This is an optimization exercise on Yosys and OpenROAD, whose aim is small area, a short achievable clock period and few clock cycles, not a production implementation. Function was checked by simulation only, so behaviour that the tests miss may differ from the original. Power is estimated from default activity; no workload was simulated.

==> design/flow/run.sh <==
#!/bin/bash
# synth_recipe.tcl (not shown) runs the flow's synth.tcl, then flattens the netlist and writes it again
# the make line also repeats each setting of config.mk as NAME=value (left out here)
make -C /OpenROAD-flow-scripts/flow DESIGN_CONFIG=/design/flow/config.mk WORK_HOME=/design/flow/orfs CLKGATE_MAP_FILE= SYNTH_SCRIPT=/design/flow/synth_recipe.tcl finish
==> design/flow/config.mk <==
export PLATFORM = sky130hd
export DESIGN_NAME = bitrat_enc
export DESIGN_NICKNAME = bitrat_enc
export VERILOG_FILES = /design/flow/design.v
export SDC_FILE = /design/flow/constraint.sdc
export NUM_CORES = 4
export LEC_CHECK = 0
export ABC_CLOCK_PERIOD_IN_PS = 2000
export CAP_MARGIN = 20
export CORE_MARGIN = 2
export CORE_UTILIZATION = 40
export SETUP_SLACK_MARGIN = 1.6
export SLEW_MARGIN = 20
==> design/flow/constraint.sdc <==
create_clock -name core_clock -period 5.0 [get_ports {clk}]
set_input_delay 1.0000 -clock core_clock [delete_from_list [all_inputs] [get_ports {clk}]]
set_output_delay 1.0000 -clock core_clock [all_outputs]
set_load 0.01 [all_outputs]
==> design/flow/design.v <==
module bitrat_enc (
    input  wire        clk,
    input  wire        rst,         
    input  wire        start,
    input  wire        prev_bit,
    input  wire [12:0] len,         
    output reg  [11:0] in_addr,
    input  wire [7:0]  in_data,
    output reg         out_we,
    output reg  [12:0] out_addr,
    output reg  [7:0]  out_data,
    output reg         busy,
    output reg         done,
    output reg  [7:0]  cmask,
    output reg  [3:0]  maskw,
    output wire [12:0] count,
    output wire        last
);
    localparam [2:0] S_IDLE = 3'd0,
                     S_B2   = 3'd1,   
                     S_B1   = 3'd2,   
                     S_RUN  = 3'd3,   
                     S_GW   = 3'd4,   
                     S_PW   = 3'd5,   
                     S_SW   = 3'd6,   
                     S_RB   = 3'd7;   
    reg [2:0]  st;
    reg [12:0] lenr;      
    reg        lastb;     
    reg        fullp;     
    reg        f_gs, f_bs, f_ps, f_ss;       
    reg        f_ge, f_be, f_pe, f_se;       
    reg [7:0]  d;
    reg        lit;       
    reg        mbit;      
    reg        mode;      
    reg [12:0] ocur;      
    reg [12:0] gpos, ppos, spos;
    reg        g_has, p_has, s_has;    
    reg        pend_pw, pend_sw;       
    reg [7:0]  gmask, pmask, smask;
    reg [5:0]  ln;        
    reg [12:0] ocur_b;
    reg        p_has_b, s_has_b, mbit_b;
    assign count = ocur;
    assign last  = mbit;
    function [10:0] inc11(input [10:0] x);
        integer i;
        for (i = 0; i < 11; i = i + 1)
            inc11[i] = x[i] ^ ((x & ((11'd1 << i) - 11'd1)) == ((11'd1 << i) - 11'd1));
    endfunction
    function [11:0] inc12(input [11:0] x);
        integer i;
        for (i = 0; i < 12; i = i + 1)
            inc12[i] = x[i] ^ ((x & ((12'd1 << i) - 12'd1)) == ((12'd1 << i) - 12'd1));
    endfunction
    function [10:0] dec11(input [10:0] x);
        integer i;
        for (i = 0; i < 11; i = i + 1)
            dec11[i] = x[i] ^ ((x & ((11'd1 << i) - 11'd1)) == 11'd0);
    endfunction
    wire [11:0] icur    = {dec11(in_addr[11:1]), in_addr[0]};
    wire grp_end  = f_ge || lastb;
    wire blk_end  = fullp && f_be;
    wire pair_end = f_pe || lastb;
    wire sec_end  = f_se || lastb;
    wire esc_mode = mode && fullp;
    wire [7:0] gm_base = f_gs ? 8'd0 : gmask;
    wire [7:0] pm_base = f_ps ? 8'd0 : pmask;
    wire [7:0] sm_base = f_ss ? 8'd0 : smask;
    wire [5:0] ln_base = f_bs ? 6'd0 : ln;
    wire       m_next  = (st == S_RUN && lit) ? d[0] : mbit;
    wire [7:0] gm_next = gm_base | (lit ? (8'h80 >> icur[2:0]) : 8'd0);
    wire       wr      = esc_mode || lit;
    wire       ng      = esc_mode ? f_bs : (lit && !g_has);
    wire       np      = wr && !p_has;
    wire       ns      = wr && !s_has;
    wire [10:0] oh1    = inc11(ocur[12:2]);
    wire [1:0]  ol     = ocur[1:0];
    wire [12:0] o1     = {(ol == 2'd3) ? oh1 : ocur[12:2], ol + 2'd1};
    wire [12:0] o2     = {ol[1]        ? oh1 : ocur[12:2], ol + 2'd2};
    wire [12:0] o3     = {(ol != 2'd0) ? oh1 : ocur[12:2], ol + 2'd3};
    wire [12:0] o4     = {oh1, ol};
    wire [12:0] waddr  = ns ? o3 : np ? o2 : ng ? o1 : ocur;
    wire [12:0] onext  = ns ? o4 : np ? o3 : ng ? o2 : o1;
    wire [5:0] ln_next = ln_base + {5'd0, lit} + {5'd0, lit && !g_has};
    wire       esc     = (ln_base > 6'd32) ||
                         (lit && ((ln_base >= 6'd32) || (!g_has && ln_base >= 6'd31)));
    wire [1:0] inc     = lit ? (g_has ? 2'd1 : 2'd2) : 2'd0;
    wire [1:0] q       = in_addr[4:3];
    wire       fits    = (q == 2'd1) ? ((inc == 2'd0) ? (ln_base <= 6'd5)  :
                                        (inc == 2'd1) ? (ln_base <= 6'd4)  : (ln_base <= 6'd3))  :
                         (q == 2'd2) ? ((inc == 2'd0) ? (ln_base <= 6'd14) :
                                        (inc == 2'd1) ? (ln_base <= 6'd13) : (ln_base <= 6'd12)) :
                         (q == 2'd3) ? ((inc == 2'd0) ? (ln_base <= 6'd23) :
                                        (inc == 2'd1) ? (ln_base <= 6'd22) : (ln_base <= 6'd21)) :
                                       ((inc == 2'd0) ? (ln_base <= 6'd32) :
                                        (inc == 2'd1) ? (ln_base <= 6'd31) : (ln_base <= 6'd30));
    wire       mism    = fullp && (mode ? (f_ge && fits) : esc);
    wire       p_act_n = p_has || wr;
    wire       s_act_n = s_has || wr;
    wire       gw      = grp_end && (esc_mode ? blk_end : lit);
    wire [7:0] pm_grp  = (grp_end && (gm_next != 8'd0)) ? (8'h80 >> icur[5:3]) : 8'd0;
    wire [7:0] pm_esc  = (blk_end && esc_mode && esc) ? (in_addr[5] ? 8'hF0 : 8'h0F) : 8'd0;
    wire [7:0] sm_bit  = (pair_end && p_act_n && !mism) ? (8'h80 >> icur[8:6]) : 8'd0;
    wire [7:0] cm_bit  = (sec_end && s_act_n && !mism) ? (8'h80 >> icur[11:9]) : 8'd0;
    wire pw_run  = pair_end && p_act_n;
    wire sw_run  = sec_end && s_act_n;
    wire fin_run = gw || pw_run || sw_run || lastb;
    wire fin_st  = (st == S_GW) ? (pend_pw || pend_sw || lastb) :
                   (st == S_PW) ? (pend_sw || lastb) : lastb;
    wire stall   = (st == S_GW) || (st == S_PW) || (st == S_SW);
    wire step    = ((st == S_RUN) && !fin_run) || (stall && !fin_st);
    wire [6:0]  base_hi = icur[11:5] - {6'd0, f_bs};
    reg [2:0] st_n;
    reg       fin_n;      
    always @(*) begin
        st_n  = st;
        fin_n = 1'b0;
        case (st)
            S_IDLE: if (start && len != 13'd0) st_n = S_B2;
            S_B2:   st_n = S_B1;
            S_B1:   st_n = S_RUN;
            S_RB:   st_n = S_B2;
            S_RUN: begin
                if (mism)        st_n = S_RB;
                else if (gw)     st_n = S_GW;
                else if (pw_run) st_n = S_PW;
                else if (sw_run) st_n = S_SW;
                else if (lastb)  fin_n = 1'b1;
            end
            S_GW: begin
                if (pend_pw)      st_n = S_PW;
                else if (pend_sw) st_n = S_SW;
                else if (lastb)   fin_n = 1'b1;
                else              st_n = S_RUN;
            end
            S_PW: begin
                if (pend_sw)    st_n = S_SW;
                else if (lastb) fin_n = 1'b1;
                else            st_n = S_RUN;
            end
            S_SW: begin
                if (lastb) fin_n = 1'b1;
                else       st_n = S_RUN;
            end
            default: st_n = S_IDLE;
        endcase
        if (fin_n) st_n = S_IDLE;
    end
    always @(posedge clk) begin
        if (rst) begin
            st     <= S_IDLE;
            busy   <= 1'b0;
            done   <= 1'b0;
            out_we <= 1'b0;
        end else begin
            st     <= st_n;
            busy   <= (st_n != S_IDLE);
            done   <= fin_n || (st == S_IDLE && start && len == 13'd0);
            out_we <= ((st == S_RUN) && (wr || (!esc_mode && g_has))) || stall;
        end
    end
    always @(posedge clk) begin
        case (st)
            S_GW: begin
                out_addr <= gpos;
                out_data <= esc_mode ? 8'h00 : gmask;
            end
            S_PW: begin
                out_addr <= ppos;
                out_data <= pmask;
            end
            S_SW: begin
                out_addr <= spos;
                out_data <= smask;
            end
            default: begin
                out_addr <= wr ? waddr : gpos;
                out_data <= wr ? d : gm_base;
            end
        endcase
        if (!stall) begin
            d   <= in_data;
            lit <= m_next ? (in_data != 8'hFF) : (in_data != 8'h00);
        end
        if (step || st == S_B2 || st == S_B1)
            in_addr <= inc12(in_addr);
        if (step) begin
            lastb <= (in_addr == lenr[11:0]);
            if (in_addr[5:0] == 6'd1)
                fullp <= ({1'b0, in_addr[11:6]} < lenr[12:6]);
            f_gs  <= (in_addr[2:0] == 3'd1);
            f_bs  <= (in_addr[4:0] == 5'd1);
            f_ps  <= (in_addr[5:0] == 6'd1);
            f_ss  <= (in_addr[8:0] == 9'd1);
            f_ge  <= (in_addr[2:0] == 3'd0);
            f_be  <= (in_addr[4:0] == 5'd0);
            f_pe  <= (in_addr[5:0] == 6'd0);
            f_se  <= (in_addr[8:0] == 9'd0);
        end
        case (st)
            S_IDLE: begin
                if (start) begin
                    lenr    <= len;
                    maskw   <= len[12:9] + {3'd0, (len[8:0] != 9'd0)};
                    lastb   <= (len == 13'd1);
                    fullp   <= (len[12:6] != 7'd0);
                    f_gs    <= 1'b1;
                    f_bs    <= 1'b1;
                    f_ps    <= 1'b1;
                    f_ss    <= 1'b1;
                    f_ge    <= 1'b0;
                    f_be    <= 1'b0;
                    f_pe    <= 1'b0;
                    f_se    <= 1'b0;
                    g_has   <= 1'b0;
                    p_has   <= 1'b0;
                    s_has   <= 1'b0;
                    mbit    <= prev_bit;
                    mode    <= 1'b0;
                    in_addr <= 12'd0;
                    ocur    <= 13'd0;
                    cmask   <= 8'd0;
                end
            end
            S_RB: begin
                in_addr <= {base_hi, 5'd0};
                lastb   <= 1'b0;
                fullp   <= 1'b1;
                f_gs    <= 1'b1;
                f_bs    <= 1'b1;
                f_ps    <= !base_hi[0];
                f_ss    <= (base_hi[3:0] == 4'd0);
                f_ge    <= 1'b0;
                f_be    <= 1'b0;
                f_pe    <= 1'b0;
                f_se    <= 1'b0;
                mode    <= ~mode;
                ocur    <= ocur_b;
                g_has   <= 1'b0;
                p_has   <= p_has_b;
                s_has   <= s_has_b;
                mbit    <= mbit_b;
            end
            S_RUN: begin
                if (f_bs && fullp) begin
                    ocur_b  <= ocur;
                    p_has_b <= p_has;
                    s_has_b <= s_has;
                    mbit_b  <= mbit;
                end
                if (ns) spos <= ocur;
                if (np) ppos <= ns ? o1 : ocur;
                if (ng) gpos <= ns ? o2 : np ? o1 : ocur;
                if (lit) mbit <= d[0];
                if (wr) ocur <= onext;
                gmask   <= gm_next;
                ln      <= ln_next;
                g_has   <= !grp_end && (g_has || lit);
                p_has   <= !pair_end && p_act_n;
                s_has   <= !sec_end && s_act_n;
                pend_pw <= pw_run;
                pend_sw <= sw_run;
                pmask   <= pm_base | pm_grp | pm_esc;
                smask   <= sm_base | sm_bit;
                cmask   <= cmask | cm_bit;
            end
            default: ;
        endcase
    end
endmodule
==> reports/results.ini, run 1 <==
[power]
leakage_nw=4.219
comb_power_share_pct=39.9
netSwitchingFraction_pct=38.74
power.density_nw_per_um2=539.6
clkPwrFrac_pct=21.8
ir_worst_vdd_v=0.0002209
internal_power_w=0.003928
p_seq_share_pct=38.3
switching_power_w=0.002484

[synth]
synth_nets=1049
synth_async_sr_flop_share_pct=0
ys_warn_count=1
ys_types=77
synth.avg_cell_area_um2=10.18
yosysSeqAreaShare_pct=50.91
synth_area_um2=10120
synth-edff-count=139
synth-main-ff-cell=edfxtp_1
synth_cells=995
postSynthRegisterBits=188

[worst_setup_path]
max_stage_delay_ns=0.50
crit_chain=inv_1, ha_1, or3b_1, or3_1, nor2_1, ha_2, nand3_1, or4b_1, xor2_1, a221oi_1, a31oi_1
required_ns=5.32
path_max_fanout=6
crit_arrival_ns=3.54
cp_slowest_cell=or4b_1
cp-end-kind=flop
path_class=flop to flop
worstSetupStartpointType=flop

[floorplanning]
die_h_um=163.1
fp.dieW_um=163.1
die_area_um2=26600
core_um2=25040
start_util_pct=40.44
row_count=58
io_pins=87

[clock_network]
clockRootBuffer=clkbuf_16
path_clk_slew_ns=0.07
clock_path_buffers=2
holdBufCountCts=0
cts_tree=yes
cts_setup_buffers=0
numCtsBuffers=17
post_cts_resized=0
htree_levels=4
cts_sinks=188
clk_latency_ns=0.45

[detailed_routing]
ant_nets=0
avgViaCountPerCell=5.791
dr.pass1.iters=5
postRouteWirelength_um=28620
drc=0
wl_per_cell_um=20.46
drt_iter0_drc=822
vias=8101

[finish]
area_delta_synth_final_pct=17.36
fin_cells=1399
final_cell_mix=139 x edfxtp_1, 86 x clkdlybuf4s50_1, 84 x nand2_1
post-route-util_pct=47.46
final_area_um2=11880
final_common_cell=edfxtp_1
antennaDiodeCount=0
nNetsFinal=1110
drive_gt1_share_pct=7.671

[sta]
setup_viol=0
rsz0062_at_grt=false
max_freq_ghz=0.3109
fin_crit_ns=3.216
slew_headroom_pct=35.65
fin_setup_tns_ns=0
fin_skew_ns=0.01558
hold_viol=0
post-route-period-util_pct=64.32
slew_violations=0
tightest_slew_ns=0.9617

[place]
io_buffers=86
dpl-instance-area_um2=11280
routabilityCongestion=0.8886
post-place-cells=1367
hpwl_um=20130

[flow_run]
drv_cap=0

[grt]
grt_usage_pct=22.00
grt_overflow_total=0
grt_pass1_wl_um=44940
grt_max_degree=35
grt_pass1_vias=7659
antenna_found_initial=0

[outcome]
outcome=no timing/DRC/antenna violations

[min_path]
hold_path.class=flop to flop

## worst max-delay path, delay by kind of cell, from the launching register on
kind | cells | cell delay (ns)
flops | 1 | 0.39
simple gates | 5 | 1.61
fa+ha+maj | 2 | 0.47
xor+xnor | 1 | 0.17
buf+inv | 1 | 0.14
compound gates | 2 | 0.32
## registers in the layout (all words and copies together), names as in the netlist, 3 cells and up
| signal | count |
|---|---|
| smask | 8 |
| out_data | 8 |
| out_addr | 13 |
| spos | 13 |
| lenr | 13 |
| ocur | 13 |
| gpos | 13 |
| cmask | 8 |
| maskw | 4 |
| pmask | 8 |
| ocur_b | 13 |
| ppos | 13 |
| d | 8 |
| gmask | 8 |
| ln | 6 |
| in_addr | 12 |
| st | 3 |
## power by group through the flow
stage          sequential (W)  combinational, W  clock, W
2_1_floorplan         0.00237           0.00169         0
3_3_place_gp          0.00247           0.00251         0
3_5_place_dp          0.00248           0.00252         0
4_1_cts               0.00245           0.00254   0.00142
5_1_grt               0.00250           0.00281   0.00148
6_report              0.00246           0.00256   0.00140
## routing by layer
metal  GRT usage [%]  part of all wire (%)  routed length, um  vias up
met4           5.752                   1.6                469        0
met1           33.21                    49              13930     3912
met3           3.631                   6.2               1763       34
met2           32.68                    44              12450      294
met5               0                     0                  0        -
li1                -                     -                  -     3861
## through the flow
stage	power [W]	hold slack (ns)	setup slack [ns]
2_1_floorplan	0.004054	0.4244	2.122
3_3_place_gp	0.004983	0.4750	1.771
3_5_place_dp	0.005002	0.4749	1.730
4_1_cts	0.006408	0.4867	1.728
5_1_grt	0.006785	0.5136	1.602
6_report	0.006412	0.4830	1.784
## path summary, 6_finish.rpt
kind | startpoint | to | slack (ns) | depth (start not counted)
worst max register to register | in_addr[1]$_DFF_P_ | in_addr[10]$_DFF_P_ | 1.78 | 11
worst min-delay path | gmask[2]$_DFFE_PP_ | out_data[2]$_DFF_P_ | 0.48 | 2
worst max-delay path | in_addr[1]$_DFF_P_ | in_addr[10]$_DFF_P_ | 1.78 | 11
worst min register to register | gmask[2]$_DFFE_PP_ | out_data[2]$_DFF_P_ | 0.48 | 2
## Yosys cell counts, drive strengths merged, types with 4 or more instances
| cell type | instances | area [um2] |
|---|---|---|
| o211ai | 7 | 52.55 |
| o31ai | 4 | 30.03 |
| buf | 10 | 50.05 |
| mux2i | 20 | 200.2 |
| clkbuf | 49 | 183.9 |
| or4 | 5 | 41.29 |
| mux2 | 13 | 146.4 |
| nor2 | 79 | 296.5 |
| a21boi | 5 | 37.53 |
| a21o | 6 | 45.04 |
| and3 | 11 | 68.82 |
| o22ai | 27 | 181.4 |
| o221a | 4 | 45.04 |
| o311ai | 6 | 52.55 |
| nor2b | 13 | 81.33 |
| dfxtp | 49 | 980.9 |
| o32ai | 12 | 105.1 |
| and2 | 7 | 43.79 |
| a22oi | 8 | 60.06 |
| o221ai | 4 | 35.03 |
| nand3 | 18 | 90.09 |
| xor2 | 26 | 227.7 |
| edfxtp | 139 | 4174 |
| nand4 | 8 | 50.05 |
| ha | 29 | 362.9 |
| inv | 46 | 172.7 |
| nor4 | 13 | 96.34 |
| a21oi | 72 | 360.4 |
| xnor2 | 31 | 271.5 |
| nand2b | 13 | 81.33 |
| a32o | 9 | 90.09 |
| a31oi | 19 | 118.9 |
| or3 | 10 | 67.56 |
| o21ai | 67 | 335.3 |
| nand2 | 84 | 315.3 |
| nor3 | 22 | 126.4 |
## logic make-up (layout without fill, tap and decap cells)
| family | Yosys count | after routing | synth area share, % |
|---|---|---|---|
| compound gates | 285 | 285 | 18.50 |
| mux | 33 | 33 | 3.423 |
| buf+inv | 105 | 179 | 4.016 |
| fa+ha+maj | 29 | 29 | 3.584 |
| simple gates | 298 | 298 | 14.63 |
| flops | 188 | 188 | 50.91 |
| xor+xnor | 57 | 57 | 4.931 |
## cell type report
cell class	instances	area (um2)
inverter	46	172.7
clock buffer	18	429.2
multi-input combinational	702	4572
tap	330	412.9
fill	2377	13150
sequential	188	5155
clock inverter	14	167.7
timing repair buffer	101	973.4
Testbench counts, summed over its fixed seeds: cycles 340,412.
==> run 2, diff against run 1 <==
--- a/design/flow/config.mk
+++ b/design/flow/config.mk
@@ -11,3 +11,3 @@
 export CORE_UTILIZATION = 40
-export SETUP_SLACK_MARGIN = 1.6
+export SETUP_SLACK_MARGIN = 2.2
 export SLEW_MARGIN = 20
==> reports/results.ini, run 2 <==
[synth]
synth_area_um2=10120
postSynthRegisterBits=188
synth.avg_cell_area_um2=10.18
synth.area.top_cells=edfxtp_1 41%, dfxtp_1 9.7%, ha_1 3.6%
ys_types=77
synth.most_common_cell=edfxtp_1
synth_top_cell_area_share_pct=41.23
synth_cells=995
synth-edff-count=139
ys_warn_count=1
synth-main-ff-cell=edfxtp_1
synth_nets=1049
synth_top_area_cell=edfxtp_1
synth.top_cells.by_count=139 x edfxtp_1, 84 x nand2_1, 79 x nor2_1
synth_async_sr_flop_share_pct=0
yosysSeqAreaShare_pct=50.91

[floorplanning]
core_um2=25040
die_area_um2=26600
die_h_um=163.1
fp.dieW_um=163.1
io_pins=87
row_count=58
start_util_pct=40.44

[power]
ir_worst_vdd_v=0.0002248
total_power_w=0.006534
power.density_nw_per_um2=534.9
leakage_nw=4.370

[worst_setup_path]
rr_worst_depth=11
crit_arrival_ns=3.09
crit_path_start=in_addr[1]$_DFF_P_
reg2reg_from=in_addr[1]$_DFF_P_
path_max_fanout=5
worstSetupEndpoint=in_addr[10]$_DFF_P_
worst-r2r-setup-slack_ns=2.23
reg2reg_to=in_addr[10]$_DFF_P_
cp-end-kind=flop
path_class=flop to flop
required_ns=5.32
worstSetupStartpointType=flop

[place]
dpl-instance-area_um2=11290
io_buffers=86
routabilityCongestion=0.9180
hpwl_um=20100

[clock_network]
holdBufCountCts=0
clock_path_buffers=2
clk_latency_ns=0.44
numCtsBuffers=17
clockRootBuffer=clkbuf_16
cts_tree=yes
htree_levels=4
path_clk_slew_ns=0.07
cts_sinks=188

[grt]
grt_usage_pct=21.97
antenna_found_initial=0
grt_pass1_wl_um=44590
grt_pass1_vias=7569
grt_max_degree=49
grt_overflow_total=0

[detailed_routing]
drt_iter0_drc=848
ant_nets=0
wl_per_cell_um=20.31
dr.pass1.iters=5
vias=8290
avgViaCountPerCell=5.797
postRouteWirelength_um=29050
drc=0

[sta]
fin_crit_ns=2.770
slew_violations=0
setup_viol=0
tightest_slew_ns=1.019
max_freq_ghz=0.3610
fin_skew_ns=0.01146
rsz0062_at_grt=true
hold_viol=0
slew_headroom_pct=31.80
post-route-period-util_pct=55.40
fin_setup_tns_ns=0

[finish]
area_delta_synth_final_pct=20.66
final_area_um2=12220
final_cell_mix=139 x edfxtp_1, 86 x clkdlybuf4s50_1, 83 x nand2_1
n_fill_cell=2297
antennaDiodeCount=0
drive_gt1_share_pct=12.64
nNetsFinal=1141
final_common_cell=edfxtp_1

[min_path]
hold_path.class=flop to flop

[outcome]
outcome=no timing/DRC/antenna violations

[flow_run]
drv_cap=0

run 2: cell type report:
cell class                 count  area (um2)  share of cell area, %
sequential                   188        5166                  42.29
multi-input combinational    702        4682                  38.32
timing repair buffer         132        1210                  9.904
clock buffer                  17       425.4                  3.482
tap                          330       412.9                  3.380
inverter                      46       182.7                  1.495
clock inverter                15       137.6                  1.127
run 2: worst min-delay path by stage:
| stage | slack (ns) | cells after the start | from | end |
|---|---|---|---|---|
| after floorplan | 0.42 | 0 | p_has$_DFFE_PP_ | p_has_b$_DFFE_PP_ |
| after global routing | 0.50 | 2 | gmask[2]$_DFFE_PP_ | out_data[2]$_DFF_P_ |
| final | 0.48 | 2 | gmask[2]$_DFFE_PP_ | out_data[2]$_DFF_P_ |
| after detailed placement | 0.47 | 2 | gmask[2]$_DFFE_PP_ | out_data[2]$_DFF_P_ |
| after CTS | 0.49 | 2 | gmask[2]$_DFFE_PP_ | out_data[2]$_DFF_P_ |
| after global placement | 0.48 | 2 | gmask[2]$_DFFE_PP_ | out_data[2]$_DFF_P_ |
run 2: power breakdown:
group          switching (W)  internal (W)
clock               0.000630      0.000695
combinational        0.00162       0.00118
sequential          0.000294       0.00211
run 2: repair_timing:
item | in CTS | in global routing
setup buffers | 11 | 20
pin swaps | 4 | 3
resized for setup | 17 | 21
setup endpoints to repair | 48 | 26
run 2: logic make-up (layout without fill, tap and decap cells):
kind of cell               after synthesis  after routing  synth area share [%]
AOI/OAI and AO/OA                      285            285                 18.50
xor gates and xnor gates                57             57                 4.931
adders and majority gates               29             29                 3.584
buffers and inverters                  105            210                 4.016
DFF                                    188            188                 50.91
muxes                                   33             33                 3.423
and+or+nand+nor                        298            298                 14.63
run 2: critical path, cell delays in order (launching register included):
cell	delay (ns)
dfxtp_4	0.36
inv_4	0.07
ha_4	0.14
or3b_4	0.41
or3_4	0.36
nor2_4	0.10
ha_4	0.14
nand3_1	0.06
or4b_4	0.48
xor2_1	0.17
a221oi_1	0.29
a31oi_1	0.07
run 2: per-stage QoR:
stage	hold slack (ns)	cells	utilization [%]	setup WS, ns
global route	0.4991	1430	48.80	2.157
finish	0.4849	1430	48.80	2.230
detailed placement	0.4706	1367	45.10	1.723
global placement	0.4775	1367	45.10	1.819
floorplan	0.4244	995	-	2.203
CTS	0.4857	1410	47.92	2.180
run 2: metal layers:
| metal | up-vias | GRT usage (%) | share of wire, % |
|---|---|---|---|
| met5 | - | 0 | 0 |
| met3 | 35 | 3.403 | 6.6 |
| li1 | 3919 | - | - |
| met2 | 337 | 33.09 | 45 |
| met4 | 0 | 6.034 | 1.4 |
| met1 | 3999 | 32.82 | 47 |
==> run 3, diff against run 2 <==
--- a/design/flow/design.v
+++ b/design/flow/design.v
@@ -56,2 +56,7 @@
     endfunction
+    function [6:0] dec7(input [6:0] x);
+        integer i;
+        for (i = 0; i < 7; i = i + 1)
+            dec7[i] = x[i] ^ ((x & ((7'd1 << i) - 7'd1)) == 7'd0);
+    endfunction
     function [10:0] dec11(input [10:0] x);
@@ -75,4 +80,2 @@
     wire       ng      = esc_mode ? f_bs : (lit && !g_has);
-    wire       np      = wr && !p_has;
-    wire       ns      = wr && !s_has;
     wire [10:0] oh1    = inc11(ocur[12:2]);
@@ -81,6 +84,4 @@
     wire [12:0] o2     = {ol[1]        ? oh1 : ocur[12:2], ol + 2'd2};
-    wire [12:0] o3     = {(ol != 2'd0) ? oh1 : ocur[12:2], ol + 2'd3};
-    wire [12:0] o4     = {oh1, ol};
-    wire [12:0] waddr  = ns ? o3 : np ? o2 : ng ? o1 : ocur;
-    wire [12:0] onext  = ns ? o4 : np ? o3 : ng ? o2 : o1;
+    wire [12:0] waddr  = ng ? o1 : ocur;
+    wire [12:0] onext  = ng ? o2 : o1;
     wire [5:0] ln_next = ln_base + {5'd0, lit} + {5'd0, lit && !g_has};
@@ -108,8 +109,8 @@
     wire sw_run  = sec_end && s_act_n;
-    wire fin_run = gw || pw_run || sw_run || lastb;
-    wire fin_st  = (st == S_GW) ? (pend_pw || pend_sw || lastb) :
-                   (st == S_PW) ? (pend_sw || lastb) : lastb;
+    wire fin_run = gw || pw_run || sec_end;
+    wire fin_st  = (st == S_GW) ? (pend_pw || sec_end) :
+                   (st == S_PW) ? sec_end : lastb;
     wire stall   = (st == S_GW) || (st == S_PW) || (st == S_SW);
     wire step    = ((st == S_RUN) && !fin_run) || (stall && !fin_st);
-    wire [6:0]  base_hi = icur[11:5] - {6'd0, f_bs};
+    wire [6:0]  base_hi = (in_addr[4:0] < 5'd3) ? dec7(in_addr[11:5]) : in_addr[11:5];
     reg [2:0] st_n;
@@ -125,7 +126,6 @@
             S_RUN: begin
-                if (mism)        st_n = S_RB;
-                else if (gw)     st_n = S_GW;
-                else if (pw_run) st_n = S_PW;
-                else if (sw_run) st_n = S_SW;
-                else if (lastb)  fin_n = 1'b1;
+                if (mism)         st_n = S_RB;
+                else if (gw)      st_n = S_GW;
+                else if (pw_run)  st_n = S_PW;
+                else if (sec_end) st_n = S_SW;
             end
@@ -133,4 +133,3 @@
                 if (pend_pw)      st_n = S_PW;
-                else if (pend_sw) st_n = S_SW;
-                else if (lastb)   fin_n = 1'b1;
+                else if (sec_end) st_n = S_SW;
                 else              st_n = S_RUN;
@@ -138,5 +137,4 @@
             S_PW: begin
-                if (pend_sw)    st_n = S_SW;
-                else if (lastb) fin_n = 1'b1;
-                else            st_n = S_RUN;
+                if (sec_end) st_n = S_SW;
+                else         st_n = S_RUN;
             end
@@ -160,3 +158,4 @@
             done   <= fin_n || (st == S_IDLE && start && len == 13'd0);
-            out_we <= ((st == S_RUN) && (wr || (!esc_mode && g_has))) || stall;
+            out_we <= ((st == S_RUN) && (wr || (!esc_mode && g_has))) ||
+                      (st == S_GW) || (st == S_PW) || (st == S_SW && pend_sw);
         end
@@ -222,3 +221,5 @@
                     in_addr <= 12'd0;
-                    ocur    <= 13'd0;
+                    spos    <= 13'd0;
+                    ppos    <= 13'd1;
+                    ocur    <= (len == 13'd0) ? 13'd0 : 13'd2;
                     cmask   <= 8'd0;
@@ -252,5 +253,3 @@
                 end
-                if (ns) spos <= ocur;
-                if (np) ppos <= ns ? o1 : ocur;
-                if (ng) gpos <= ns ? o2 : np ? o1 : ocur;
+                if (ng) gpos <= ocur;
                 if (lit) mbit <= d[0];
@@ -268,2 +267,23 @@
             end
+            S_PW: begin
+                if (!sec_end) begin
+                    ppos <= ocur;
+                    ocur <= o1;
+                end
+            end
+            S_SW: begin
+                if (lastb) begin
+                    ocur <= !pend_sw ? spos : !pend_pw ? ppos : ocur;
+                end else if (pend_sw) begin
+                    if (pend_pw) begin
+                        spos <= ocur;
+                        ppos <= o1;
+                        ocur <= o2;
+                    end else begin
+                        spos <= ppos;
+                        ppos <= ocur;
+                        ocur <= o1;
+                    end
+                end
+            end
             default: ;
--- a/design/flow/config.mk
+++ b/design/flow/config.mk
@@ -11,3 +11,3 @@
 export CORE_UTILIZATION = 40
-export SETUP_SLACK_MARGIN = 2.2
+export SETUP_SLACK_MARGIN = 2.4
 export SLEW_MARGIN = 20
==> reports/results.ini, run 3 <==
[outcome]
outcome=no timing/DRC/antenna violations

[synth]
synth-compound-area-share_pct=19.28
synth.area.mux_share_pct=3.774
synth.top_cells.by_count=142 x edfxtp_1, 100 x nand2_1, 94 x nor2_1
synth_async_sr_flop_share_pct=0
synth_xor_xnor_area_share_pct=4.251
ys_types=88
synth.avg_cell_area_um2=10.29
synth.most_common_cell=edfxtp_1
synth-main-ff-cell=edfxtp_1
postSynthRegisterBits=188
synth_top_area_cell=edfxtp_1
yosys.area_share.adder_pct=3.881
synth-edff-count=142
synth_nets=1078
synthSimpleGateAreaFrac_pct=14.93
synth_top_family_by_area=compound AO/OA/AOI/OAI gates
synth_top_cell_area_share_pct=40.58
synth.area.top_cells=edfxtp_1 41%, dfxtp_1 8.8%, ha_1 3.7%
synth_area_um2=10510
ys_warn_count=1
synth_cells=1021
yosysSeqAreaShare_pct=49.34

[power]
power.density_nw_per_um2=380.0
netSwitchingFraction_pct=32.96
p_seq_share_pct=42.4
clkPwrFrac_pct=28.7
leakage_nw=4.610
ir_worst_vdd_v=0.0001529
internal_power_w=0.003222
comb_power_share_pct=28.9
switching_power_w=0.001584

[sta]
rsz0062_at_grt=true
fin_skew_ns=0.01270
max_freq_ghz=0.3761
slew_headroom_pct=29.51
slew_violations=0
tightest_slew_ns=1.056
fin_setup_tns_ns=0
hold_viol=0
post-route-period-util_pct=53.18
fin_crit_ns=2.659
setup_viol=0

[min_path]
holdCritStartpoint=s_has$_DFFE_PP_
min_to=s_has_b$_DFFE_PP_
hold_path.class=flop to flop
whs_path_depth=0

[finish]
final_common_cell=edfxtp_1
fin_cells=1458
area_delta_synth_final_pct=20.35
n_fill_cell=2388
antennaDiodeCount=0
final_cell_mix=142 x edfxtp_1, 98 x nand2_1, 89 x nor2_1
drive_gt1_share_pct=13.36
nNetsFinal=1167

[floorplanning]
io_pins=87
die_h_um=166.1
die_area_um2=27580
start_util_pct=40.56
fp.dieW_um=166.1
row_count=59
core_um2=25910

[clock_network]
clock_path_buffers=2
numCtsBuffers=17
holdBufCountCts=0
cts_tree=yes
cts_sinks=188
clk_latency_ns=0.44
htree_levels=4
path_clk_slew_ns=0.07
clockRootBuffer=clkbuf_16

[worst_setup_path]
required_ns=5.20
crit_arrival_ns=2.86
worstSetupStartpointType=flop
path_class=flop to flop
reg2reg_from=st[1]$_SDFF_PP0_
path_max_fanout=22
reg2reg_to=in_addr[11]$_DFFE_PP_
rr_worst_depth=8
cp-end-kind=flop
worst-r2r-setup-slack_ns=2.34

[grt]
grt_usage_pct=22.13
grt_max_degree=29
grt_overflow_total=0
grt_pass1_vias=8168
grt_pass1_wl_um=47800
antenna_found_initial=0

[detailed_routing]
wl_per_cell_um=21.46
postRouteWirelength_um=31290
drt_iter0_drc=928
avgViaCountPerCell=5.921
drc=0
vias=8633
dr.pass1.iters=6
ant_nets=0

[place]
hpwl_um=20710
post-place-cells=1394
io_buffers=86
routabilityCongestion=0.8480

[flow_run]
drv_cap=0

==> run 3: cell families (layout without fill, tap and decap cells) <==
family,count (synthesis),in the layout
flip-flops,188,188
adder cells (fa/ha/maj),32,32
buffers and inverters,112,214
AND/OR/NAND/NOR,325,325
multiplexers,39,39
XOR/XNOR,51,51
AO/OA/AOI/OAI,274,274
==> run 3: cell type report <==
type                    count  area (um2)  share of cell area [%]
well taps                 335       419.2                   3.314
clock inverters            11       103.9                  0.8211
multi-input cells         721        4961                   39.23
flip-flops and latches    188        5207                   41.18
repair buffers            137        1287                   10.18
inverters                  45       186.4                   1.474
clock buffers              21       481.7                   3.809
==> run 3: worst max-delay path by stage <==
stage,start,to,cells past startpoint
CTS,st[1]$_SDFF_PP0_,in_addr[11]$_DFFE_PP_,8
detailed placement,start,in_addr[7]$_DFF_P_,7
global placement,start,in_addr[7]$_DFF_P_,7
floorplan,ocur[3]$_DFFE_PP_,ocur[10]$_DFFE_PP_,10
global route,st[1]$_SDFF_PP0_,in_addr[11]$_DFFE_PP_,8
finish,st[1]$_SDFF_PP0_,in_addr[11]$_DFFE_PP_,8
==> run 3: metrics by stage <==
stage | utilization, % | worst slack [ns] | hold WS (ns) | area (um2) | total power, W
after floorplan | - | 2.439 | 0.4272 | 10510 | 0.002864
after CTS | 47.96 | 2.286 | 0.4744 | 12430 | 0.004766
after global placement | 44.88 | 1.882 | 0.4401 | 11630 | 0.003333
final | 48.81 | 2.341 | 0.4786 | 12650 | 0.004806
after detailed placement | 44.88 | 1.798 | 0.4418 | 11630 | 0.003342
after global routing | 48.81 | 2.256 | 0.4892 | 12650 | 0.005023
==> run 3: repair_timing <==
action | 4_1_cts | 5_1_grt
pin swaps | 0 | 3
gates resized for setup | 27 | 28
setup buffers | 19 | 12
cloned | 0 | 1
endpoints found under the setup margin | 142 | 54
==> run 3: critical path, cell delays in order (launching register included) <==
cell and delay (ns):
dfxtp_4 0.53, buf_4 0.33, a21oi_4 0.13, inv_4 0.19, nor2_2 0.10, a22oi_4 0.39
nand2_2 0.20, and3_1 0.21, o32a_1 0.31
==> run 3: power groups by stage <==
stage               combinational, W  sequential [W]  clock [W]
floorplan                   0.000807         0.00206          0
global placement             0.00122         0.00212          0
detailed placement           0.00122         0.00212          0
CTS                          0.00133         0.00204    0.00140
global route                 0.00151         0.00206    0.00146
finish                       0.00139         0.00204    0.00138
==> run 3: metal layers <==
metal / track usage, % / up-vias / part of all wire, %
met1: 32.41 / 4171 / 46
met5: 0 / - / 0
met3: 4.457 / 47 / 8.3
met2: 33.61 / 402 / 44
li1: - / 4013 / -
met4: 5.558 / 0 / 1.7
Testbench counts of run 3, summed over its fixed seeds: cycles 340,437.
==> run 4, diff against run 3 <==
--- a/design/flow/config.mk
+++ b/design/flow/config.mk
@@ -11,3 +11,3 @@
 export CORE_UTILIZATION = 40
-export SETUP_SLACK_MARGIN = 2.4
+export SETUP_SLACK_MARGIN = 2.7
 export SLEW_MARGIN = 20
==> reports/results.ini, run 4 <==
[outcome]
outcome=no timing/DRC/antenna violations

[synth]
yosysSeqAreaShare_pct=49.34
synth_nets=1078
synth.most_common_cell=edfxtp_1
synth.area.top_cells=edfxtp_1 41%, dfxtp_1 8.8%, ha_1 3.7%
ys_types=88
synth.top_cells.by_count=142 x edfxtp_1, 100 x nand2_1, 94 x nor2_1
ys_warn_count=1
synth_area_um2=10510
synth.avg_cell_area_um2=10.29
postSynthRegisterBits=188
synth_top_area_cell=edfxtp_1
synth_top_cell_area_share_pct=40.58
synth_cells=1021
synth-edff-count=142
synth-main-ff-cell=edfxtp_1
synth_async_sr_flop_share_pct=0

[worst_setup_path]
path_max_fanout=13
rr_worst_depth=7
worstSetupStartpointType=input pin
crit_arrival_ns=2.48
path_class=input pin to flop
reg2reg_from=lit$_DFFE_PN_
required_ns=5.15
reg2reg_to=smask[1]$_DFFE_PP_
worst-r2r-setup-slack_ns=2.72
cp-end-kind=flop

[floorplanning]
fp.dieW_um=166.1
row_count=59
start_util_pct=40.56
die_area_um2=27580
core_um2=25910
die_h_um=166.1
io_pins=87

[power]
leakage_nw=5.241
total_power_w=0.004898
power.density_nw_per_um2=366.0
ir_worst_vdd_v=0.0002066

[place]
routabilityCongestion=0.8890
hpwl_um=20880
place_ws_ns=1.831
io_buffers=86
dpl-instance-area_um2=11640

[finish]
nNetsFinal=1221
area_delta_synth_final_pct=27.35
post-route-util_pct=51.65
final_cell_mix=142 x edfxtp_1, 96 x nand2_1, 88 x nor2_1
antennaDiodeCount=0
final_area_um2=13380
n_fill_cell=2360
final_common_cell=edfxtp_1
drive_gt1_share_pct=19.63

[clock_network]
htree_levels=4
clk_latency_ns=0.44
clock_path_buffers=2
path_clk_slew_ns=0.07
numCtsBuffers=17
cts_tree=yes
clockRootBuffer=clkbuf_16
holdBufCountCts=0
cts_sinks=188

[detailed_routing]
vias=8991
ant_nets=0
postRouteWirelength_um=33120
dr.pass1.iters=6
drt_iter0_drc=980
wl_per_cell_um=21.90
drc=0
avgViaCountPerCell=5.946

[sta]
tightest_slew_ns=1.100
fin_crit_ns=2.327
fin_skew_ns=0.01028
rsz0062_at_grt=true
hold_viol=0
max_freq_ghz=0.4297
slew_headroom_pct=26.12
fin_setup_tns_ns=0
worst_slack_ns=2.673
post-route-period-util_pct=46.55
setup_viol=0
slew_violations=0

[grt]
grt_overflow_total=0
antenna_found_initial=0
grt_usage_pct=23.25
grt_pass1_vias=8591
grt_max_degree=27
grt_pass1_wl_um=50160

[min_path]
holdCritStartpoint=s_has$_DFFE_PP_
whs_path_depth=0
min_to=s_has_b$_DFFE_PP_
hold_path.class=flop to flop

[flow_run]
drv_cap=0

[run 4: worst max path at each step]
| stage | from | endpoint | depth (start not counted) |
|---|---|---|---|
| after floorplan | ocur[3]$_DFFE_PP_ | ocur[10]$_DFFE_PP_ | 10 |
| after global placement | start | in_addr[7]$_DFF_P_ | 7 |
| after detailed placement | start | in_addr[7]$_DFF_P_ | 7 |
| after CTS | lastb$_DFF_P_ | in_addr[11]$_DFFE_PP_ | 7 |
| after global routing | in_addr[2]$_DFF_P_ | pmask[2]$_DFFE_PP_ | 8 |
| final | start | ocur[0]$_DFFE_PP_ | 5 |
[run 4: critical path: stages]
cell	delay (ns)
clkdlybuf4s50_1	0.59
inv_1	0.09
a2bb2oi_1	0.22
o311a_4	0.41
and2_1	0.17
[run 4: report_power, final]
part / leakage (nW) / internal (W) / total [W] / switching [W]
clock: 0.242 / 0.000650 / 0.00126 / 0.000615
sequential: 1.75 / 0.00189 / 0.00203 / 0.000135
combinational: 3.25 / 0.000696 / 0.00161 / 0.000911
total: 5.24 / 0.00324 / 0.00490 / 0.00166
[run 4: logic make-up (layout without fill, tap and decap cells)]
group                      after synthesis  count (layout)  share of synthesized area [%]
muxes                                   39              39                          3.774
AOI/OAI and AO/OA                      274             274                          19.28
buffers and inverters                  112             267                          4.548
xor gates and xnor gates                51              51                          4.251
and+or+nand+nor                        325             326                          14.93
adders and majority gates               32              32                          3.881
DFF                                    188             188                          49.34
[run 4: what timing repair did]
item / in CTS / in global routing
endpoints found under the setup margin: 199 / 73
buffers inserted: 50 / 35
gates resized for setup: 137 / 58
pin swaps: 12 / 21
gates cloned: 2 / 2
[run 4: final cells by class]
cell class	instances	area [um2]	share of cell area [%]
Clock buffer	22	454.2	3.394
Clock inverter	10	68.82	0.5142
Multi-Input combinational cell	722	5234	39.11
Inverter	45	202.7	1.515
Timing Repair inverter	2	8.758	0.06545
Tap cell	335	419.2	3.132
Timing Repair Buffer	188	1767	13.20
Sequential cell	188	5229	39.07
[run 4: routing by layer]
| layer | vias to the layer above | global-route usage [%] | routed length [um] |
|---|---|---|---|
| li1 | 4134 | - | - |
| met1 | 4423 | 33.79 | 15210 |
| met2 | 398 | 35.96 | 15030 |
| met3 | 36 | 3.742 | 2462 |
| met4 | 0 | 6.654 | 412 |
| met5 | - | 0 | 0 |
[run 4: per-stage QoR]
step / hold WS, ns / instances
finish: 0.4839 / 1512
floorplan: 0.4272 / 1021
global placement: 0.4326 / 1391
global route: 0.4945 / 1512
CTS: 0.4715 / 1475
detailed placement: 0.4546 / 1391
==> run 5, diff against run 4 <==
--- a/design/flow/config.mk
+++ b/design/flow/config.mk
@@ -11,3 +11,3 @@
 export CORE_UTILIZATION = 40
-export SETUP_SLACK_MARGIN = 2.7
+export SETUP_SLACK_MARGIN = 3.3
 export SLEW_MARGIN = 20
==> reports/results.ini, run 5 <==
[clock_network]
htree_levels=4
numCtsBuffers=17
cts_tree=yes
clk_latency_ns=0.45
path_clk_slew_ns=0.08
clockRootBuffer=clkbuf_16
holdBufCountCts=0
cts_sinks=188
clock_path_buffers=2

[synth]
yosysSeqAreaShare_pct=49.34
synth.area.mux_share_pct=3.774
synth_top_area_cell=edfxtp_1
synth.area.top_cells=edfxtp_1 41%, dfxtp_1 8.8%, ha_1 3.7%
synth_top_family_by_area=compound AO/OA/AOI/OAI gates
ys_types=88
synth.top_cells.by_count=142 x edfxtp_1, 100 x nand2_1, 94 x nor2_1
synth_top_cell_area_share_pct=40.58
ys_warn_count=1
synthSimpleGateAreaFrac_pct=14.93
synth-edff-count=142
synth_area_um2=10510
synth_nets=1078
synth.most_common_cell=edfxtp_1
synth.avg_cell_area_um2=10.29
synth-compound-area-share_pct=19.28
synth_async_sr_flop_share_pct=0
synth_xor_xnor_area_share_pct=4.251
synth_cells=1021
synth-main-ff-cell=edfxtp_1
postSynthRegisterBits=188
yosys.area_share.adder_pct=3.881

[sta]
fin_setup_tns_ns=0
rsz0062_at_grt=true
tightest_slew_ns=0.7905
slew_violations=0
hold_viol=0
post-route-period-util_pct=46.11
worst_slack_ns=2.694
setup_viol=0
max_freq_ghz=0.4337
fin_skew_ns=0.01470
fin_crit_ns=2.306
slew_headroom_pct=47.15

[floorplanning]
core_um2=25910
row_count=59
start_util_pct=40.56
io_pins=87
die_h_um=166.1
die_area_um2=27580
fp.dieW_um=166.1

[detailed_routing]
vias=10400
wl_per_cell_um=24.08
ant_nets=0
avgViaCountPerCell=6.221
dr.pass1.iters=5
drt_iter0_drc=1162
drc=0
postRouteWirelength_um=40240

[grt]
use_met3_pct=3.885
grtUsageMet2_pct=40.45
met1_usage_pct=37.39
grt_pass1_wl_um=55800
grt_pass1_vias=9528
grt_usage_pct=25.98
busiest_layer=met2
antenna_found_initial=0
grt_overflow_total=0
grt_max_degree=29

[finish]
nNetsFinal=1380
drive_gt1_share_pct=46.78
final_area_um2=16310
area_delta_synth_final_pct=55.24
post-route-util_pct=62.96
multi_input_area_um2=6331
final_cell_mix=144 x buf_4, 142 x edfxtp_1, 93 x buf_6
final_common_cell=buf_4
antennaDiodeCount=0
regArea_um2=5248
n_fill_cell=1921

[power]
ir_worst_vdd_v=0.0002489
leakage_nw=6.521
power.density_nw_per_um2=349.7

[min_path]
hold_path.class=flop to flop
holdCritStartpoint=f_be$_DFF_P_

[worst_setup_path]
worstSetupStartpointType=flop
reg2reg_to=ocur[10]$_DFFE_PP_
reg2reg_from=ocur[2]$_DFFE_PP_
worst-r2r-setup-slack_ns=2.69
path_class=flop to flop
crit_path_start=ocur[2]$_DFFE_PP_
required_ns=5.21
cp-end-kind=flop
path_max_fanout=2
worstSetupEndpoint=ocur[10]$_DFFE_PP_
crit_arrival_ns=2.51
rr_worst_depth=9

[place]
hpwl_um=21210
dpl-instance-area_um2=12050
place_ws_ns=1.913
io_buffers=86
routabilityCongestion=0.8580

[outcome]
outcome=no timing/DRC/antenna violations

[flow_run]
drv_cap=0

run 5: cell counts after synthesis:
Identical to the previous run, type by type.
run 5: kinds of logic (layout without fill, tap and decap cells):
logic type               count (synthesis)  in the layout
flip-flops                             188            188
buffers and inverters                  112            422
adder cells (fa/ha/maj)                 32             32
XOR/XNOR                                51             51
multiplexers                            39             39
AO/OA/AOI/OAI                          274            275
AND/OR/NAND/NOR                        325            329
run 5: final cells by class:
type                    count  area share [%]
multi-input cells         726           38.81
repair inverters            2          0.1994
well taps                 335           2.569
inverters                  45           1.457
repair buffers            343           21.31
clock inverters            14          0.8053
clock buffers              18           2.692
flip-flops and latches    188           32.17
run 5: stage by stage:
step	instances	hold WS, ns	power, W
final	1671	0.4941	0.005705
after global routing	1671	0.5065	0.005902
after CTS	1588	0.4735	0.005211
after detailed placement	1386	0.4485	0.003486
after global placement	1386	0.4357	0.003478
after floorplan	1021	0.4272	0.003022
run 5: how the worst min path moves through the flow:
stage                                    to  slack [ns]  cells past startpoint
after floorplan           s_has_b$_DFFE_PP_        0.43                      0
after global placement    s_has_b$_DFFE_PP_        0.44                      0
after detailed placement  s_has_b$_DFFE_PP_        0.45                      0
after CTS                      f_be$_DFF_P_        0.47                      2
after global routing           f_be$_DFF_P_        0.51                      2
final                          f_be$_DFF_P_        0.49                      2
run 5: critical path, cell delays in order (launching register included):
cell      delay (ns)
edfxtp_1        0.47
ha_2            0.23
and3_4          0.19
and4_4          0.21
and2_4          0.16
ha_4            0.20
mux2i_1         0.12
nor2_1          0.05
a221o_1         0.26
o21a_1          0.16
run 5: per-layer routing:
layer	wire length (um)	vias up
li1	-	4471
met1	15980	5055
met2	18390	731
met3	4369	138
met4	1492	0
met5	0	-
run 5: where the power goes:
group	total [W]	leakage, nW	internal, W	switching (W)
clock network	0.00136	0.276	0.000671	0.000685
logic	0.00232	4.49	0.00110	0.00122
registers	0.00203	1.75	0.00189	0.000138
total	0.00571	6.52	0.00366	0.00204
run 5: what timing repair did:
action / in CTS / in global routing
gates resized for setup: 490 / 196
gates cloned: 11 / 4
buffers inserted: 159 / 79
pin swaps: 63 / 113
setup endpoints to repair: 333 / 270
==> run 6, diff against run 5 <==
--- a/design/flow/config.mk
+++ b/design/flow/config.mk
@@ -11,3 +11,3 @@
 export CORE_UTILIZATION = 40
-export SETUP_SLACK_MARGIN = 3.3
+export SETUP_SLACK_MARGIN = 3.0
 export SLEW_MARGIN = 20
==> reports/results.ini, run 6 <==
[worst_setup_path]
crit_path_start=ocur[2]$_DFFE_PP_
path_class=flop to flop
required_ns=5.20
path_max_fanout=2
worstSetupEndpoint=ocur[10]$_DFFE_PP_
rr_worst_depth=9
worstSetupStartpointType=flop
worst-r2r-setup-slack_ns=2.69
crit_arrival_ns=2.51
cp-end-kind=flop
reg2reg_from=ocur[2]$_DFFE_PP_
reg2reg_to=ocur[10]$_DFFE_PP_

[synth]
yosysSeqAreaShare_pct=49.34
synth_async_sr_flop_share_pct=0
postSynthRegisterBits=188
synth-edff-count=142
synth_nets=1078
synth_area_um2=10510
synth.avg_cell_area_um2=10.29
synth.most_common_cell=edfxtp_1
synth-main-ff-cell=edfxtp_1
synth_cells=1021
synth.top_cells.by_count=142 x edfxtp_1, 100 x nand2_1, 94 x nor2_1
ys_warn_count=1
synth_top_area_cell=edfxtp_1
synth_top_cell_area_share_pct=40.58
synth.area.top_cells=edfxtp_1 41%, dfxtp_1 8.8%, ha_1 3.7%
ys_types=88

[clock_network]
numCtsBuffers=17
clock_path_buffers=2
htree_levels=4
clockRootBuffer=clkbuf_16
clk_latency_ns=0.44
holdBufCountCts=0
cts_tree=yes
cts_sinks=188
path_clk_slew_ns=0.07

[sta]
max_freq_ghz=0.4322
tightest_slew_ns=0.9016
rsz0062_at_grt=true
hold_viol=0
setup_viol=0
post-route-period-util_pct=46.28
fin_setup_tns_ns=0
worst_slack_ns=2.686
fin_crit_ns=2.314
fin_skew_ns=0.01423
slew_headroom_pct=39.67
slew_violations=0

[floorplanning]
fp.dieW_um=166.1
start_util_pct=40.56
io_pins=87
core_um2=25910
die_h_um=166.1
row_count=59
die_area_um2=27580

[finish]
final_cell_mix=142 x edfxtp_1, 129 x buf_4, 90 x nand2_1
final_area_um2=14820
nNetsFinal=1302
final_common_cell=edfxtp_1
drive_gt1_share_pct=37.71
antennaDiodeCount=0
area_delta_synth_final_pct=41.01
post-route-util_pct=57.19

[place]
place_ws_ns=1.975
io_buffers=86
routabilityCongestion=0.8693
hpwl_um=21060
dpl-instance-area_um2=11840

[detailed_routing]
vias=9650
ant_nets=0
dr.pass1.iters=6
drc=0
postRouteWirelength_um=36250
avgViaCountPerCell=6.062
drt_iter0_drc=1143
wl_per_cell_um=22.77

[grt]
grt_usage_pct=25.24
grt_overflow_total=0
grt_pass1_vias=9065
grt_max_degree=32
antenna_found_initial=1
grt_pass1_wl_um=54140

[power]
leakage_nw=5.797
power.density_nw_per_um2=361.0
ir_worst_vdd_v=0.0002137
total_power_w=0.005349

[outcome]
outcome=no timing/DRC/antenna violations

[min_path]
hold_path.class=flop to flop

[flow_run]
drv_cap=0

-- run 6: cells by family (layout without fill, tap and decap cells) --
group                    count (synthesis)  after routing  synth area share (%)
XOR/XNOR                                51             51                 4.251
adder cells (fa/ha/maj)                 32             32                 3.881
multiplexers                            39             39                 3.774
flip-flops                             188            188                 49.34
AO/OA/AOI/OAI                          274            275                 19.28
AND/OR/NAND/NOR                        325            328                 14.93
buffers and inverters                  112            344                 4.548
-- run 6: worst min-delay path by stage --
stage	end	depth (start not counted)	from	slack, ns
finish	s_has_b$_DFFE_PP_	0	s_has$_DFFE_PP_	0.48
global route	s_has_b$_DFFE_PP_	0	s_has$_DFFE_PP_	0.50
CTS	s_has_b$_DFFE_PP_	0	s_has$_DFFE_PP_	0.48
detailed placement	s_has_b$_DFFE_PP_	0	s_has$_DFFE_PP_	0.46
global placement	s_has_b$_DFFE_PP_	0	s_has$_DFFE_PP_	0.44
floorplan	s_has_b$_DFFE_PP_	0	s_has$_DFFE_PP_	0.43
-- run 6: repair_timing --
action,in CTS,in global routing
endpoints found under the setup margin,286,163
resized for setup,418,109
gates cloned,9,1
setup buffers,121,39
pin swaps,44,66
-- run 6: area by class of cell --
class,count,area (um2)
fill,2151,11090
multi-input combinational,725,5957
sequential,188,5238
timing repair buffer,268,2416
clock buffer,19,432.9
tap,335,419.2
inverter,45,215.2
clock inverter,12,140.1
-- run 6: routing by layer --
layer | vias up | GRT usage, % | wire length (um)
met4 | 2 | 8.544 | 1072
met3 | 82 | 5.458 | 3344
met2 | 538 | 38.03 | 16270
li1 | 4310 | - | -
met1 | 4718 | 36.11 | 15550
met5 | - | 0 | 13
-- run 6: power breakdown --
part | switching [W] | internal, W | leakage (nW)
combinational | 0.00109 | 0.000867 | 3.77
sequential | 0.000130 | 0.00189 | 1.75
clock | 0.000629 | 0.000742 | 0.276
total | 0.00185 | 0.00350 | 5.80
-- run 6: metrics by stage --
| step | instances | hold slack, ns |
|---|---|---|
| after detailed placement | 1391 | 0.4567 |
| after floorplan | 1021 | 0.4272 |
| after global routing | 1592 | 0.4959 |
| after CTS | 1552 | 0.4752 |
| after global placement | 1391 | 0.4414 |
| final | 1592 | 0.4833 |
-- run 6: worst max-delay path: stages (launching register included) --
cell      delay (ns)
edfxtp_1        0.47
ha_2            0.23
and3_4          0.18
and4_4          0.23
and2_4          0.17
ha_4            0.20
mux2i_1         0.13
nor2_1          0.05
a221o_1         0.26
o21a_1          0.16
==> run 7, diff against run 6 <==
==> design/flow/flow/run.sh (new file) <==
#!/bin/bash
# Standard layout, with the port buffers made from the smallest buffer
# (buf_1) instead of the default choice; repair may still resize them.
set -euo pipefail
echo 'export BUFFER_PORTS_ARGS = -buffer_cell sky130_fd_sc_hd__buf_1' >> config.mk
bash standard.sh finish > standard.log 2>&1
==> design/flow/standard.sh (new file) <==
#!/bin/bash
# synth_recipe.tcl (not shown) runs the flow's synth.tcl, then flattens the netlist and writes it again
# the make line also repeats each setting of config.mk as NAME=value (left out here)
make -C /OpenROAD-flow-scripts/flow DESIGN_CONFIG=/design/flow/config.mk WORK_HOME=/design/flow/orfs CLKGATE_MAP_FILE= SYNTH_SCRIPT=/design/flow/synth_recipe.tcl "${@:-finish}"
--- a/design/flow/config.mk
+++ b/design/flow/config.mk
@@ -7,3 +7,3 @@
 export LEC_CHECK = 0
-export ABC_CLOCK_PERIOD_IN_PS = 2000
+export ABC_CLOCK_PERIOD_IN_PS = 2600
 export CAP_MARGIN = 20
@@ -11,3 +11,4 @@
 export CORE_UTILIZATION = 40
-export SETUP_SLACK_MARGIN = 3.0
+export SETUP_SLACK_MARGIN = 2.7
 export SLEW_MARGIN = 20
+export BUFFER_PORTS_ARGS = -buffer_cell sky130_fd_sc_hd__buf_1
removed: design/flow/run.sh
==> reports/results.ini, run 7 <==
[finish]
drive_gt1_share_pct=19.98
nNetsFinal=1205
area_delta_synth_final_pct=22.26
final_area_um2=12850
antennaDiodeCount=0
final_cell_mix=142 x edfxtp_1, 98 x nand2_1, 87 x nor2_1
fin_cells=1496
final_common_cell=edfxtp_1

[min_path]
whs_path_depth=0
hold_path.class=flop to flop

[floorplanning]
start_util_pct=40.56
fp.dieW_um=166.1
io_pins=87
row_count=59
die_area_um2=27580
core_um2=25910
die_h_um=166.1

[clock_network]
clockRootBuffer=clkbuf_16
clock_path_buffers=2
htree_levels=4
numCtsBuffers=17
clk_latency_ns=0.44
cts_sinks=188
path_clk_slew_ns=0.08
cts_tree=yes

[sta]
slew_violations=0
post-route-period-util_pct=47.35
tightest_slew_ns=1.000
hold_viol=0
setup_viol=0
fin_crit_ns=2.368
fin_skew_ns=0.01057
max_freq_ghz=0.4224
slew_headroom_pct=33.31
rsz0062_at_grt=true
fin_setup_tns_ns=0

[place]
io_buffers=86
dpl-instance-area_um2=11080
routabilityCongestion=0.8526
post-place-cells=1389
hpwl_um=20530

[worst_setup_path]
crit_arrival_ns=2.57
worstSetupStartpointType=flop
path_max_fanout=4
worst-path-buf-inv=0
rr_worst_depth=9
required_ns=5.20
critical_path_depth=9
max_stage_delay_ns=0.48
crit_chain=ha_2, and3_4, and4_4, and2_4, ha_4, mux2i_1, nor2_1, a221o_1, o21a_1
cp-end-kind=flop
cpLargestDelayFamily=simple AND/OR/NAND/NOR gates
cp_slowest_cell=edfxtp_1
path_class=flop to flop

[synth]
synth.area.mux_share_pct=3.774
synth_top_cell_area_share_pct=40.58
synth_nets=1078
synth_cells=1021
synth_async_sr_flop_share_pct=0
yosysSeqAreaShare_pct=49.34
synth_area_um2=10510
synth.top_cells.by_count=142 x edfxtp_1, 100 x nand2_1, 94 x nor2_1
synth.most_common_cell=edfxtp_1
synth_xor_xnor_area_share_pct=4.251
synth_top_family_by_area=compound AO/OA/AOI/OAI gates
synth-compound-area-share_pct=19.28
postSynthRegisterBits=188
synth-edff-count=142
ys_warn_count=1
yosys.area_share.adder_pct=3.881
synth-main-ff-cell=edfxtp_1
synthSimpleGateAreaFrac_pct=14.93
synth_top_area_cell=edfxtp_1
ys_types=88
synth.avg_cell_area_um2=10.29
synth.area.top_cells=edfxtp_1 41%, dfxtp_1 8.8%, ha_1 3.7%

[detailed_routing]
drt_iter0_drc=974
postRouteWirelength_um=32170
dr.pass1.iters=7
avgViaCountPerCell=5.944
ant_nets=0
drc=0
vias=8892
wl_per_cell_um=21.50

[grt]
grt_usage_pct=22.46
grt_overflow_total=0
antenna_found_initial=0
grt_pass1_wl_um=48360
grt_max_degree=41
grt_pass1_vias=8206

[power]
leakage_nw=4.652
netSwitchingFraction_pct=34.25
power.density_nw_per_um2=385.9
clkPwrFrac_pct=28.3
ir_worst_vdd_v=0.0001481
p_seq_share_pct=41.4
internal_power_w=0.003260
switching_power_w=0.001698
comb_power_share_pct=30.4

[flow_run]
drv_cap=0

[outcome]
outcome=no timing/DRC/antenna violations

## run 7: final cells by class
type,count,area (um2)
Fill cell,2357,13060
Sequential cell,188,5220
Inverter,45,192.7
Clock buffer,18,429.2
Multi-Input combinational cell,724,5344
Clock inverter,14,162.7
Tap cell,335,419.2
Timing Repair Buffer,172,1081
## run 7: worst paths after layout
check | from | to | slack (ns)
setup / recovery | ocur[2]$_DFFE_PP_ | ocur[10]$_DFFE_PP_ | 2.63
hold / removal | s_has$_DFFE_PP_ | s_has_b$_DFFE_PP_ | 0.48
setup reg to reg | ocur[2]$_DFFE_PP_ | ocur[10]$_DFFE_PP_ | 2.63
hold reg to reg | s_has$_DFFE_PP_ | s_has_b$_DFFE_PP_ | 0.48
## run 7: cells by family after synthesis
kind of cell,after synthesis
AND/OR/NAND/NOR,325
AO/OA/AOI/OAI,274
flip-flops,188
buffers and inverters,112
XOR/XNOR,51
multiplexers,39
adder cells (fa/ha/maj),32
## run 7: power groups by stage
stage / logic [W] / registers (W) / clock network [W]
global placement: 0.00111 / 0.00212 / 0
finish: 0.00150 / 0.00205 / 0.00140
floorplan: 0.000811 / 0.00206 / 0
CTS: 0.00129 / 0.00207 / 0.00141
detailed placement: 0.00111 / 0.00212 / 0
global route: 0.00162 / 0.00207 / 0.00148
## run 7: routing by layer
layer / routed length (um) / GRT usage (%) / vias up
met5: 0 / 0 / -
met4: 560 / 6.389 / 0
met3: 2883 / 4.695 / 43
met2: 14190 / 33.38 / 441
met1: 14540 / 33.12 / 4312
li1: - / - / 4096
## run 7: what timing repair did
action | in CTS | in global routing
hold buffers | 0 | 0
setup buffers | 28 | 44
gates resized for setup | 76 | 53
endpoints found under the setup margin | 222 | 100
cloned | 1 | 2
hold endpoints to repair | 0 | 0
pin swaps | 11 | 26
## run 7: stage by stage
stage	util [%]	total power (W)	setup WS, ns	hold slack, ns
2_1_floorplan	-	0.002868	2.574	0.4272
3_3_place_gp	42.78	0.003222	1.718	0.4524
3_5_place_dp	42.78	0.003230	1.700	0.4564
4_1_cts	47.15	0.004777	2.658	0.4815
5_1_grt	49.59	0.005173	2.558	0.4976
6_report	49.59	0.004958	2.632	0.4837
## run 7: worst register-to-register path, delay by kind of cell, from the launching register on
family                   cells  cell delay [ns]
AO/OA/AOI/OAI                2             0.44
adder cells (fa/ha/maj)      2             0.47
flip-flops                   1             0.48
multiplexers                 1             0.13
AND/OR/NAND/NOR              4             0.60
==> run 8, diff against run 7 <==
--- a/design/flow/config.mk
+++ b/design/flow/config.mk
@@ -7,3 +7,3 @@
 export LEC_CHECK = 0
-export ABC_CLOCK_PERIOD_IN_PS = 2600
+export ABC_CLOCK_PERIOD_IN_PS = 2000
 export CAP_MARGIN = 20
==> reports/results.ini, run 8 <==
[finish]
n_fill_cell=2357
final_common_cell=edfxtp_1
multi_input_area_um2=5344
final_area_um2=12850
regArea_um2=5220
drive_gt1_share_pct=19.98
final_cell_mix=142 x edfxtp_1, 98 x nand2_1, 87 x nor2_1
fin_cells=1496
area_delta_synth_final_pct=22.26
antennaDiodeCount=0
nNetsFinal=1205

[worst_setup_path]
crit_arrival_ns=2.57
cp-end-kind=flop
reg2reg_to=ocur[10]$_DFFE_PP_
worstSetupStartpointType=flop
required_ns=5.20
crit_path_start=ocur[2]$_DFFE_PP_
path_max_fanout=4
rr_worst_depth=9
worst-r2r-setup-slack_ns=2.63
reg2reg_from=ocur[2]$_DFFE_PP_
path_class=flop to flop

[synth]
synth_cells=1021
ys_types=88
synth_top_cell_area_share_pct=40.58
synth.avg_cell_area_um2=10.29
ys_warn_count=1
synth_top_area_cell=edfxtp_1
synth_async_sr_flop_share_pct=0
synth-main-ff-cell=edfxtp_1
synth-edff-count=142
synth_area_um2=10510
synth.top_cells.by_count=142 x edfxtp_1, 100 x nand2_1, 94 x nor2_1
synth.area.top_cells=edfxtp_1 41%, dfxtp_1 8.8%, ha_1 3.7%
yosysSeqAreaShare_pct=49.34
synth.most_common_cell=edfxtp_1
postSynthRegisterBits=188
synth_nets=1078

[place]
routabilityCongestion=0.8526
post-place-cells=1389
dpl-instance-area_um2=11080
hpwl_um=20530
io_buffers=86

[clock_network]
clk_latency_ns=0.44
path_clk_slew_ns=0.08
clock_path_buffers=2
htree_levels=4
cts_sinks=188
numCtsBuffers=17
clockRootBuffer=clkbuf_16
cts_tree=yes
holdBufCountCts=0

[sta]
tightest_slew_ns=1.000
post-route-period-util_pct=47.35
slew_violations=0
whs_ns=0.4837
fin_skew_ns=0.01057
fin_crit_ns=2.368
slew_headroom_pct=33.31
setup_viol=0
fin_setup_tns_ns=0
max_freq_ghz=0.4224
rsz0062_at_grt=true
hold_viol=0

[detailed_routing]
vias=8892
drc=0
drt_iter0_drc=974
postRouteWirelength_um=32170
dr.pass1.iters=7
wl_per_cell_um=21.50
ant_nets=0
avgViaCountPerCell=5.944

[power]
clkPwrFrac_pct=28.3
internal_power_w=0.003260
comb_power_share_pct=30.4
p_seq_share_pct=41.4
ir_worst_vdd_v=0.0001481
power.density_nw_per_um2=385.9
switching_power_w=0.001698
netSwitchingFraction_pct=34.25
leakage_nw=4.652

[grt]
grt_usage_pct=22.46
grt_pass1_vias=8206
grt_max_degree=41
grt_pass1_wl_um=48360
grt_overflow_total=0
antenna_found_initial=0

[floorplanning]
fp.dieW_um=166.1
core_um2=25910
row_count=59
die_h_um=166.1
io_pins=87
start_util_pct=40.56
die_area_um2=27580

[min_path]
hold_path.class=flop to flop
whs_path_depth=0
min_to=s_has_b$_DFFE_PP_
holdCritStartpoint=s_has$_DFFE_PP_

[flow_run]
drv_cap=0

[outcome]
outcome=no timing/DRC/antenna violations

-- run 8: cell counts after synthesis --
No cell type changed its count.
-- run 8: stage by stage --
stage               util, %  total power, W  setup WS, ns
floorplan                 -        0.002868         2.574
global placement      42.78        0.003222         1.718
detailed placement    42.78        0.003230         1.700
CTS                   47.15        0.004777         2.658
global route          49.59        0.005173         2.558
finish                49.59        0.004958         2.632
-- run 8: worst max-delay path: stages, from the launching register on --
cell and delay, ns:
edfxtp_1 0.48, ha_2 0.24, and3_4 0.18, and4_4 0.20, and2_4 0.17, ha_4 0.23, mux2i_1 0.13, nor2_1 0.05
a221o_1 0.27, o21a_1 0.17
-- run 8: how the worst max path moves through the flow --
stage                                end  slack [ns]
finish                ocur[10]$_DFFE_PP_        2.63
global placement           lit$_DFFE_PN_        1.72
detailed placement  ocur_b[10]$_DFFE_PP_        1.70
CTS                   ocur[10]$_DFFE_PP_        2.66
floorplan             ocur[10]$_DFFE_PP_        2.57
global route          ocur[10]$_DFFE_PP_        2.56
-- run 8: cells by family after synthesis --
group	Yosys count	synth area share, %
xor+xnor	51	4.251
flops	188	49.34
fa+ha+maj	32	3.881
mux	39	3.774
compound gates	274	19.28
buf+inv	112	4.548
simple gates	325	14.93
-- run 8: layer usage --
metal | global-route usage, % | wire length (um) | vias up
li1 | - | - | 4096
met1 | 33.12 | 14540 | 4312
met2 | 33.38 | 14190 | 441
met3 | 4.695 | 2883 | 43
met4 | 6.389 | 560 | 0
met5 | 0 | 0 | -
-- run 8: area by class of cell --
cell class / instances / share of cell area, %
multi-input cells: 724 / 41.59
flip-flops and latches: 188 / 40.63
repair buffers: 172 / 8.414
clock buffers: 18 / 3.340
well taps: 335 / 3.262
inverters: 45 / 1.500
clock inverters: 14 / 1.266
-- run 8: what timing repair did --
action,in CTS,in global routing
buffers inserted,28,44
cloned,1,2
resized for setup,76,53
endpoints found under the setup margin,222,100
pin swaps,11,26
-- run 8: power by group through the flow --
stage / sequential, W / clock, W / combinational [W]
final: 0.00205 / 0.00140 / 0.00150
after global routing: 0.00207 / 0.00148 / 0.00162
after CTS: 0.00207 / 0.00141 / 0.00129
after detailed placement: 0.00212 / 0 / 0.00111
after global placement: 0.00212 / 0 / 0.00111
after floorplan: 0.00206 / 0 / 0.000811

## re-timing with driven ports
In the flow no input, the clock included, has a driving cell. The finished layouts below were timed again as built, in two steps. Step 1, drivers: a clkbuf_16 drives clk and a buf_2 each remaining input, both assumed. Step 2 also shifts input and output timing later by t, the mid clock arrival at the registers, as if the neighbouring blocks saw the same clock. Three values: ideal, step 1, step 2; two values: the first two.
run | t, ns | slack for setup (ns) | worst slew at a driven data input, ns
run 1 | 0.484 | 1.784 / 1.784 / 1.695 | 0.04
run 2 | 0.486 | 2.230 / 2.210 / 1.821 | 0.04
run 3 | 0.483 | 2.341 / 2.341 / 2.087 | 0.05
run 4 | 0.480 | 2.673 / 2.674 / 2.194 | 0.05
run 5 | 0.496 | 2.694 / 2.694 / 2.508 | 0.05
run 6 | 0.481 | 2.686 / 2.686 / 2.544 | 0.05
run 7 | 0.487 | 2.632 / 2.632 / 2.350 | 0.06
run 8 | 0.487 | 2.632 / 2.632 / 2.350 | 0.06
After both steps setup and hold are still met in every run listed. The setup slack of run 4, which loses most, moves by +0.001 ns with the drivers and by -0.479 ns with both steps.
